Source: an optimization exercise on an open RTL-to-GDS flow (aim: small area, a short achievable clock period and few clock cycles per item). Production flows keep margins and buffers that such runs may drop.
Where RTL was checked, it was by simulation tests only, not by an equivalence proof against the original.
Power is estimated from default activity; no workload was simulated.

==> trial 12: inputs <==
==> flow/design.v <==
module qvlc_enc (
    input  wire        clk,
    input  wire        rst,         
    input  wire        in_valid,
    output wire        in_ready,
    input  wire [15:0] in_coef,     
    input  wire [3:0]  in_qno,      
    input  wire [1:0]  in_cls,      
    input  wire        in_mode,     
    output wire        out_valid,
    input  wire        out_ready,
    output wire [15:0] out_val,     
    output wire [4:0]  out_len,     
    output wire        out_last,    
    output wire        out_err,     
    output wire [11:0] out_bits     
);
    localparam RL = 65;             
    reg  [RL*9-1:0] ring;           
    wire [8:0]      ring_in;        
    always @(posedge clk)
        ring <= {ring[(RL-1)*9-1:0], ring_in};
    wire [8:0] tap  = ring[62*9 +: 9];    
    reg        rdy;                 
    reg  [6:0] wd;                  
    reg  [6:0] span;                
    reg  [5:0] wj;                  
    reg  [3:0] qno;
    reg  [1:0] cls;
    reg        mode;
    reg        werr;                
    reg  [5:0] widx;                
    reg        pv;                  
    reg        pdc;                 
    reg        plast;               
    reg [15:0] pcoef;
    reg  [2:0] psh;
    reg        pend;
    reg        perr;
    reg  [5:0] pidx;
    wire in_fire = in_valid && rdy && !rst;
    function [2:0] shift_tab(input [3:0] q, input [1:0] z);
        reg [11:0] row;            
        begin
            case (q)
                4'd0,  4'd1:  row = {3'd4, 3'd4, 3'd3, 3'd3};
                4'd2,  4'd3:  row = {3'd4, 3'd3, 3'd3, 3'd2};
                4'd4,  4'd5:  row = {3'd3, 3'd3, 3'd2, 3'd2};
                4'd6,  4'd7:  row = {3'd3, 3'd2, 3'd2, 3'd1};
                4'd8,  4'd9:  row = {3'd2, 3'd2, 3'd1, 3'd1};
                4'd10, 4'd11: row = {3'd2, 3'd1, 3'd1, 3'd0};
                4'd12, 4'd13: row = {3'd1, 3'd1, 3'd0, 3'd0};
                4'd14:        row = {3'd1, 3'd0, 3'd0, 3'd0};
                default:      row = {3'd0, 3'd0, 3'd0, 3'd0};
            endcase
            shift_tab = row[z*3 +: 3];
        end
    endfunction
    wire [1:0] zone = mode ? wj[1:0] : wj[5:4];
    wire [2:0] sh   = shift_tab(qno, zone) + {2'd0, cls == 2'd3};
    wire        x_neg = pcoef[15];
    wire [15:0] x_mag = x_neg ? (16'd0 - pcoef) : pcoef;    
    wire [15:0] q_mag = x_mag >> psh;
    wire        q_big = (q_mag[15:8] != 8'd0);
    assign ring_in = pv ? {x_neg, q_mag[7:0]} : ring[(RL-1)*9 +: 9];
    reg        ract;                
    reg  [5:0] rj;                  
    reg        reob;                
    reg        r63;                 
    reg  [5:0] run;
    reg  [6:0] rd;                  
    reg        al;                  
    reg        tz, ta1, ta2, ta3;   
    reg        lz, la1;             
    reg        ov;                  
    reg [15:0] oval;
    reg  [4:0] olen;
    reg        olast;
    reg        ofirst;              
    reg        oerr;
    reg [11:0] obits;
    wire       ospace = !ov || out_ready;
    wire [7:0] amp   = tap[7:0];
    wire       sgn   = tap[8];
    wire [5:0] r     = ract ? run : 6'd0;
    wire       r_0   = (r == 6'd0);
    wire       r_1   = (r == 6'd1);
    wire       r_2   = (r == 6'd2);
    wire       is_eob = ract && reob;
    wire       last_c = ract && r63;
    wire       split1 = tz && !last_c && !lz && (!la1 || !(r_0 || r_1));
    reg [15:0] t_val;
    reg  [4:0] t_len;
    always @(*) begin
        if (is_eob) begin
            t_val = 16'h0006; t_len = 5'd4;
        end else if (tz) begin                         
            if (r_0) begin t_val = 16'h007C;           t_len = 5'd7;  end
            else     begin t_val = {10'h07E, r};       t_len = 5'd13; end
        end else if (ta1 && r_1) begin
            t_val = {11'd0, 4'b0111, sgn};  t_len = 5'd5;
        end else if (ta1 && r_2) begin
            t_val = {10'd0, 5'b10100, sgn}; t_len = 5'd6;
        end else if (ta1) begin
            t_val = {14'd0, 1'b0, sgn};     t_len = 5'd3;
        end else if (ta2) begin
            t_val = {12'd0, 3'b010, sgn};   t_len = 5'd4;
        end else if (ta3) begin
            t_val = {11'd0, 4'b1000, sgn};  t_len = 5'd5;
        end else begin
            t_val = {7'b1111111, amp, sgn}; t_len = 5'd16;
        end
    end
    wire emit    = is_eob || !tz || split1;
    wire start   = !ract && pend;                       
    wire do_err  = start && perr && ospace;
    wire can_go  = al && (ract || (pend && !perr));
    wire step    = can_go && (!emit || ospace);
    wire load    = (step && emit) || do_err;
    wire s_le64 = (span[6] == 1'b0) || (span[5:0] == 6'd0);
    wire s_65   = (span == 7'd65);
    wire s_66   = (span == 7'd66);
    wire span_ok = do_err || s_le64 || (s_65 && !(in_fire && !step)) ||
                   (s_66 && step && !in_fire);
    wire [6:0] span_n = span + {6'd0, in_fire} - {6'd0, step} - (do_err ? 7'd64 : 7'd0);
    wire [6:0] rd_m1  = (rd == 7'd0) ? 7'd64 : rd - 7'd1;
    wire [6:0] rd_m2  = (rd == 7'd0) ? 7'd63 : (rd == 7'd1) ? 7'd64 : rd - 7'd2;
    wire [6:0] wd_m1  = (wd == 7'd0) ? 7'd64 : wd - 7'd1;
    wire [5:0] j      = ract ? rj : 6'd1;
    assign in_ready = rdy;
    always @(posedge clk) begin
        if (rst) begin
            rdy    <= 1'b1;
            wd     <= 7'd1;
            rd     <= 7'd2;
            al     <= 1'b1;
            span   <= 7'd0;
            wj     <= 6'd0;
            pv     <= 1'b0;
            pdc    <= 1'b0;
            plast  <= 1'b0;
            pend   <= 1'b0;
            ract   <= 1'b0;
            ov     <= 1'b0;
            ofirst <= 1'b1;
        end else begin
            wd   <= in_fire ? wd : wd_m1;
            span <= span_n;
            rdy  <= (in_fire || wd == 7'd2) && span_ok;
            pv    <= in_fire && (wj != 6'd0);
            pdc   <= in_fire && (wj == 6'd0);
            plast <= in_fire && (wj == 6'd63);
            if (in_fire) wj <= wj + 6'd1;
            if (pv && plast) pend <= 1'b1;
            else if (start && (do_err || step)) pend <= 1'b0;
            rd <= do_err ? rd_m2 : step ? rd : rd_m1;
            al <= do_err ? (rd == 7'd4) : step ? al : (rd == 7'd3);
            if (step) begin
                ract <= !is_eob;
                rj   <= j + 6'd1;
                reob <= (j == 6'd63);
                r63  <= (j == 6'd62);
                run  <= tz ? r + 6'd1 : 6'd0;
            end
            if (load) ov <= 1'b1;
            else if (out_ready) ov <= 1'b0;
            if (load) ofirst <= do_err || is_eob;
        end
    end
    always @(posedge clk) begin
        if (in_fire && wj == 6'd0) begin
            qno  <= in_qno;
            cls  <= in_cls;
            mode <= in_mode;
        end
        if (pdc) begin
            werr <= 1'b0;
        end else if (pv && q_big && !werr) begin
            werr <= 1'b1;
            widx <= wj - 6'd1;
        end
        pcoef <= in_coef;
        psh   <= sh;
        if (pv && plast) begin
            perr <= werr || q_big;
            pidx <= werr ? widx : 6'd63;
        end
        lz  <= (ring[60*9 +: 8] == 8'd0);
        la1 <= (ring[60*9 +: 8] == 8'd1);
        tz  <= lz;
        ta1 <= la1;
        ta2 <= (ring[61*9 +: 8] == 8'd2);
        ta3 <= (ring[61*9 +: 8] == 8'd3);
        if (load) begin
            oerr  <= do_err;
            olast <= do_err || is_eob;
            oval  <= do_err ? {10'd0, pidx} : t_val;
            olen  <= do_err ? 5'd0 : t_len;
            obits <= do_err ? 12'd0 : (ofirst ? 12'd0 : obits) + {7'd0, t_len};
        end
    end
    assign out_valid = ov;
    assign out_val   = oval;
    assign out_len   = olen;
    assign out_last  = olast;
    assign out_err   = oerr;
    assign out_bits  = obits;
endmodule
==> flow/flow/run.sh <==
#!/bin/bash
set -euo pipefail
bash standard.sh finish SETUP_SLACK_MARGIN=5.5 > standard_make.log 2>&1
==> flow/standard.sh <==
#!/bin/bash
# synth_recipe.tcl (not shown) runs the flow's synth.tcl, then flattens the netlist and writes it again
# the make line also repeats each setting of config.mk as NAME=value (left out here)
make -C /OpenROAD-flow-scripts/flow DESIGN_CONFIG=/design/flow/config.mk WORK_HOME=/design/flow/orfs CLKGATE_MAP_FILE= SYNTH_SCRIPT=/design/flow/synth_recipe.tcl "${@:-finish}"
==> flow/config.mk <==
export PLATFORM = sky130hd
export DESIGN_NAME = qvlc_enc
export DESIGN_NICKNAME = qvlc_enc
export VERILOG_FILES = /design/flow/design.v
export SDC_FILE = /design/flow/constraint.sdc
export NUM_CORES = 4
export LEC_CHECK = 0
export CAP_MARGIN = 20
export CORE_MARGIN = 2
export CORE_UTILIZATION = 70
export CTS_CLUSTER_DIAMETER = 100
export CTS_CLUSTER_SIZE = 30
export SETUP_SLACK_MARGIN = 5
export SLEW_MARGIN = 20
==> flow/constraint.sdc <==
create_clock -name core_clock -period 9.0 [get_ports {clk}]
set_input_delay 1.8000 -clock core_clock [delete_from_list [all_inputs] [get_ports {clk}]]
set_output_delay 1.8000 -clock core_clock [all_outputs]
set_load 0.01 [all_outputs]
==> build 11 (differences from trial 12) <==
--- a/flow/design.v
+++ b/flow/design.v
@@ -23,2 +23,3 @@
     wire [8:0] tap  = ring[62*9 +: 9];    
+    wire [8:0] tap2 = ring[61*9 +: 9];    
     reg        rdy;                 
@@ -33,3 +34,2 @@
     reg        pv;                  
-    reg        pdc;                 
     reg        plast;               
@@ -67,9 +67,4 @@
     reg  [5:0] rj;                  
-    reg        reob;                
-    reg        r63;                 
     reg  [5:0] run;
     reg  [6:0] rd;                  
-    reg        al;                  
-    reg        tz, ta1, ta2, ta3;   
-    reg        lz, la1;             
     reg        ov;                  
@@ -78,15 +73,15 @@
     reg        olast;
-    reg        ofirst;              
     reg        oerr;
     reg [11:0] obits;
-    wire       ospace = !ov || out_ready;
+    wire       aligned = (rd == 7'd2);
+    wire       ospace  = !ov || out_ready;
     wire [7:0] amp   = tap[7:0];
     wire       sgn   = tap[8];
+    wire [7:0] amp2  = tap2[7:0];
+    wire       nz    = (amp != 8'd0);
+    wire       nz2   = (amp2 != 8'd0);
+    wire [5:0] j     = ract ? rj : 6'd1;
     wire [5:0] r     = ract ? run : 6'd0;
-    wire       r_0   = (r == 6'd0);
-    wire       r_1   = (r == 6'd1);
-    wire       r_2   = (r == 6'd2);
-    wire       is_eob = ract && reob;
-    wire       last_c = ract && r63;
-    wire       split1 = tz && !last_c && !lz && (!la1 || !(r_0 || r_1));
+    wire       is_eob = ract && (rj == 6'd0);
+    wire       split1 = !nz && (j != 6'd63) && nz2 && (amp2 != 8'd1 || r[5:1] != 5'd0);
     reg [15:0] t_val;
@@ -96,14 +91,14 @@
             t_val = 16'h0006; t_len = 5'd4;
-        end else if (tz) begin                         
-            if (r_0) begin t_val = 16'h007C;           t_len = 5'd7;  end
-            else     begin t_val = {10'h07E, r};       t_len = 5'd13; end
-        end else if (ta1 && r_1) begin
+        end else if (!nz) begin                        
+            if (r == 6'd0) begin t_val = 16'h007C;           t_len = 5'd7;  end
+            else           begin t_val = {10'h07E, r};       t_len = 5'd13; end
+        end else if (amp == 8'd1 && r == 6'd1) begin
             t_val = {11'd0, 4'b0111, sgn};  t_len = 5'd5;
-        end else if (ta1 && r_2) begin
+        end else if (amp == 8'd1 && r == 6'd2) begin
             t_val = {10'd0, 5'b10100, sgn}; t_len = 5'd6;
-        end else if (ta1) begin
+        end else if (amp == 8'd1) begin
             t_val = {14'd0, 1'b0, sgn};     t_len = 5'd3;
-        end else if (ta2) begin
+        end else if (amp == 8'd2) begin
             t_val = {12'd0, 3'b010, sgn};   t_len = 5'd4;
-        end else if (ta3) begin
+        end else if (amp == 8'd3) begin
             t_val = {11'd0, 4'b1000, sgn};  t_len = 5'd5;
@@ -113,13 +108,8 @@
     end
-    wire emit    = is_eob || !tz || split1;
+    wire emit    = is_eob || nz || split1;
     wire start   = !ract && pend;                       
     wire do_err  = start && perr && ospace;
-    wire can_go  = al && (ract || (pend && !perr));
+    wire can_go  = aligned && (ract || (pend && !perr));
     wire step    = can_go && (!emit || ospace);
     wire load    = (step && emit) || do_err;
-    wire s_le64 = (span[6] == 1'b0) || (span[5:0] == 6'd0);
-    wire s_65   = (span == 7'd65);
-    wire s_66   = (span == 7'd66);
-    wire span_ok = do_err || s_le64 || (s_65 && !(in_fire && !step)) ||
-                   (s_66 && step && !in_fire);
     wire [6:0] span_n = span + {6'd0, in_fire} - {6'd0, step} - (do_err ? 7'd64 : 7'd0);
@@ -128,3 +118,2 @@
     wire [6:0] wd_m1  = (wd == 7'd0) ? 7'd64 : wd - 7'd1;
-    wire [5:0] j      = ract ? rj : 6'd1;
     assign in_ready = rdy;
@@ -132,15 +121,13 @@
         if (rst) begin
-            rdy    <= 1'b1;
-            wd     <= 7'd1;
-            rd     <= 7'd2;
-            al     <= 1'b1;
-            span   <= 7'd0;
-            wj     <= 6'd0;
-            pv     <= 1'b0;
-            pdc    <= 1'b0;
-            plast  <= 1'b0;
-            pend   <= 1'b0;
-            ract   <= 1'b0;
-            ov     <= 1'b0;
-            ofirst <= 1'b1;
+            rdy   <= 1'b1;
+            wd    <= 7'd1;
+            rd    <= 7'd2;
+            span  <= 7'd0;
+            wj    <= 6'd0;
+            pv    <= 1'b0;
+            plast <= 1'b0;
+            pend  <= 1'b0;
+            ract  <= 1'b0;
+            ov    <= 1'b0;
+            olast <= 1'b1;
         end else begin
@@ -148,5 +135,4 @@
             span <= span_n;
-            rdy  <= (in_fire || wd == 7'd2) && span_ok;
+            rdy  <= (in_fire || wd == 7'd2) && (span_n < 7'd66);
             pv    <= in_fire && (wj != 6'd0);
-            pdc   <= in_fire && (wj == 6'd0);
             plast <= in_fire && (wj == 6'd63);
@@ -156,3 +142,2 @@
             rd <= do_err ? rd_m2 : step ? rd : rd_m1;
-            al <= do_err ? (rd == 7'd4) : step ? al : (rd == 7'd3);
             if (step) begin
@@ -160,5 +145,3 @@
                 rj   <= j + 6'd1;
-                reob <= (j == 6'd63);
-                r63  <= (j == 6'd62);
-                run  <= tz ? r + 6'd1 : 6'd0;
+                run  <= nz ? 6'd0 : r + 6'd1;
             end
@@ -166,3 +149,3 @@
             else if (out_ready) ov <= 1'b0;
-            if (load) ofirst <= do_err || is_eob;
+            if (load) olast <= do_err || is_eob;
         end
@@ -174,4 +157,2 @@
             mode <= in_mode;
-        end
-        if (pdc) begin
             werr <= 1'b0;
@@ -187,14 +168,7 @@
         end
-        lz  <= (ring[60*9 +: 8] == 8'd0);
-        la1 <= (ring[60*9 +: 8] == 8'd1);
-        tz  <= lz;
-        ta1 <= la1;
-        ta2 <= (ring[61*9 +: 8] == 8'd2);
-        ta3 <= (ring[61*9 +: 8] == 8'd3);
         if (load) begin
             oerr  <= do_err;
-            olast <= do_err || is_eob;
             oval  <= do_err ? {10'd0, pidx} : t_val;
             olen  <= do_err ? 5'd0 : t_len;
-            obits <= do_err ? 12'd0 : (ofirst ? 12'd0 : obits) + {7'd0, t_len};
+            obits <= do_err ? 12'd0 : (olast ? 12'd0 : obits) + {7'd0, t_len};
         end
==> flow/run.sh (new file) <==
#!/bin/bash
# synth_recipe.tcl (not shown) runs the flow's synth.tcl, then flattens the netlist and writes it again
# the make line also repeats each setting of config.mk as NAME=value (left out here)
make -C /OpenROAD-flow-scripts/flow DESIGN_CONFIG=/design/flow/config.mk WORK_HOME=/design/flow/orfs CLKGATE_MAP_FILE= SYNTH_SCRIPT=/design/flow/synth_recipe.tcl finish
CORE_UTILIZATION = 40   (was 70)
CTS_CLUSTER_DIAMETER = unset   (was 100)
CTS_CLUSTER_SIZE = unset   (was 30)
removed: flow/flow/run.sh
removed: flow/standard.sh
==> comparison <==
Build 11 finished clean. Trial 12 went through all stages and came out clean.
Of build 11 and trial 12, trial 12 has the higher sequential share of layout area (gap 4.3 points).
In trial 12 the area after synthesis is larger than in build 11, by about 2.8%.
Of trial 12 and build 11, trial 12 has the higher fmax (gap 13%, measured against build 11).
Between build 11 and trial 12, the lower cell area is in trial 12 (gap 4.6%, measured against trial 12).
In trial 12 the clock-buffer cell count is lower than in build 11, by 69.
Of trial 12 and build 11, trial 12 has the higher combinational power (gap about 3%, measured against build 11).
Register-to-register slack: build 11 is worse than trial 12 (0.33 ns).
Of build 11 and trial 12, trial 12 has the higher sequential power (gap about 1%, measured against trial 12).
==> figures <==
| quantity | build 11 | trial 12 |
|---|---|---|
| Status | complete, no violations | complete, no violations |
| Comb_multi_in | 488 | 518 |
| Share of synthesized cell area in and, or, nand and nor gates | 0.06968 | 0.06929 |
| Switch Pwr | 1.315 mW | 1.146 mW |
| Layout-to-synthesis area ratio | 1.1910x | 1.1078x |
| Number of fill cells | 3968 | 1512 |
| Clock-cell share of area | 0.09918 | 0.03659 |
| Fraction of area in registers | 0.6731 | 0.7156 |
| Sequential share of the synthesized area | 0.8016 | 0.7927 |
| Overall fraction of global-route tracks in use | 0.1110 | 0.2091 |
| Antenna violations before repair | 1 | 0 |
| Utilization after layout | 0.4843 | 0.7860 |
| Inverters | 36 | 47 |
| Worst flop-to-flop path endpoint | obits[6] | obits[8] |
| Inserted Diodes | 1 | 0 |
| Worst slack, placed | 4.395 ns | 4.216 ns |
| Reg clk slew, reported paths | 0.07 ns | 0.12 ns |
| Initial Util | 0.4067 | 0.7095 |
Testbench counts of build 11, summed over its fixed seeds: cycles 21,008, blocks 320.
No functional check of the RTL was part of trial 12.

[separate check: timing with driven ports]
Ports are ideal in the flow. The routed layouts listed here were re-timed in OpenROAD. Step 1 (the two cells are an assumption about what drives the block):
set clk [get_ports {clk}]
set_driving_cell -lib_cell sky130_fd_sc_hd__clkbuf_16 $clk
set_driving_cell -lib_cell sky130_fd_sc_hd__buf_2 [delete_from_list [all_inputs] $clk]
Step 2 moves the port delays by t, midway between the first and last clock arrival at a register: inputs arrive t later, outputs are due t later. That takes back most of the time a late clock gives input paths. a / b / c = no drivers / after step 1 / after step 2; a / b = the first two.
run | t, ns | slack for setup (ns) | worst hold slack (ns) | worst setup path after step 2 | pins driven straight from the clock port
trial 12 | 0.617 | 5.553 / 5.541 / 4.965 | 0.312 / 0.312 / 0.312 | input to register | 1
build 11 | 0.603 | 5.121 / 5.152 / 4.549 | 0.315 / 0.315 / 0.315 | input to register | 1
After both steps every run listed still meets setup and hold. For trial 12, which loses most, drivers alone change the setup slack by -0.012 ns; drivers and shift together by -0.588 ns.
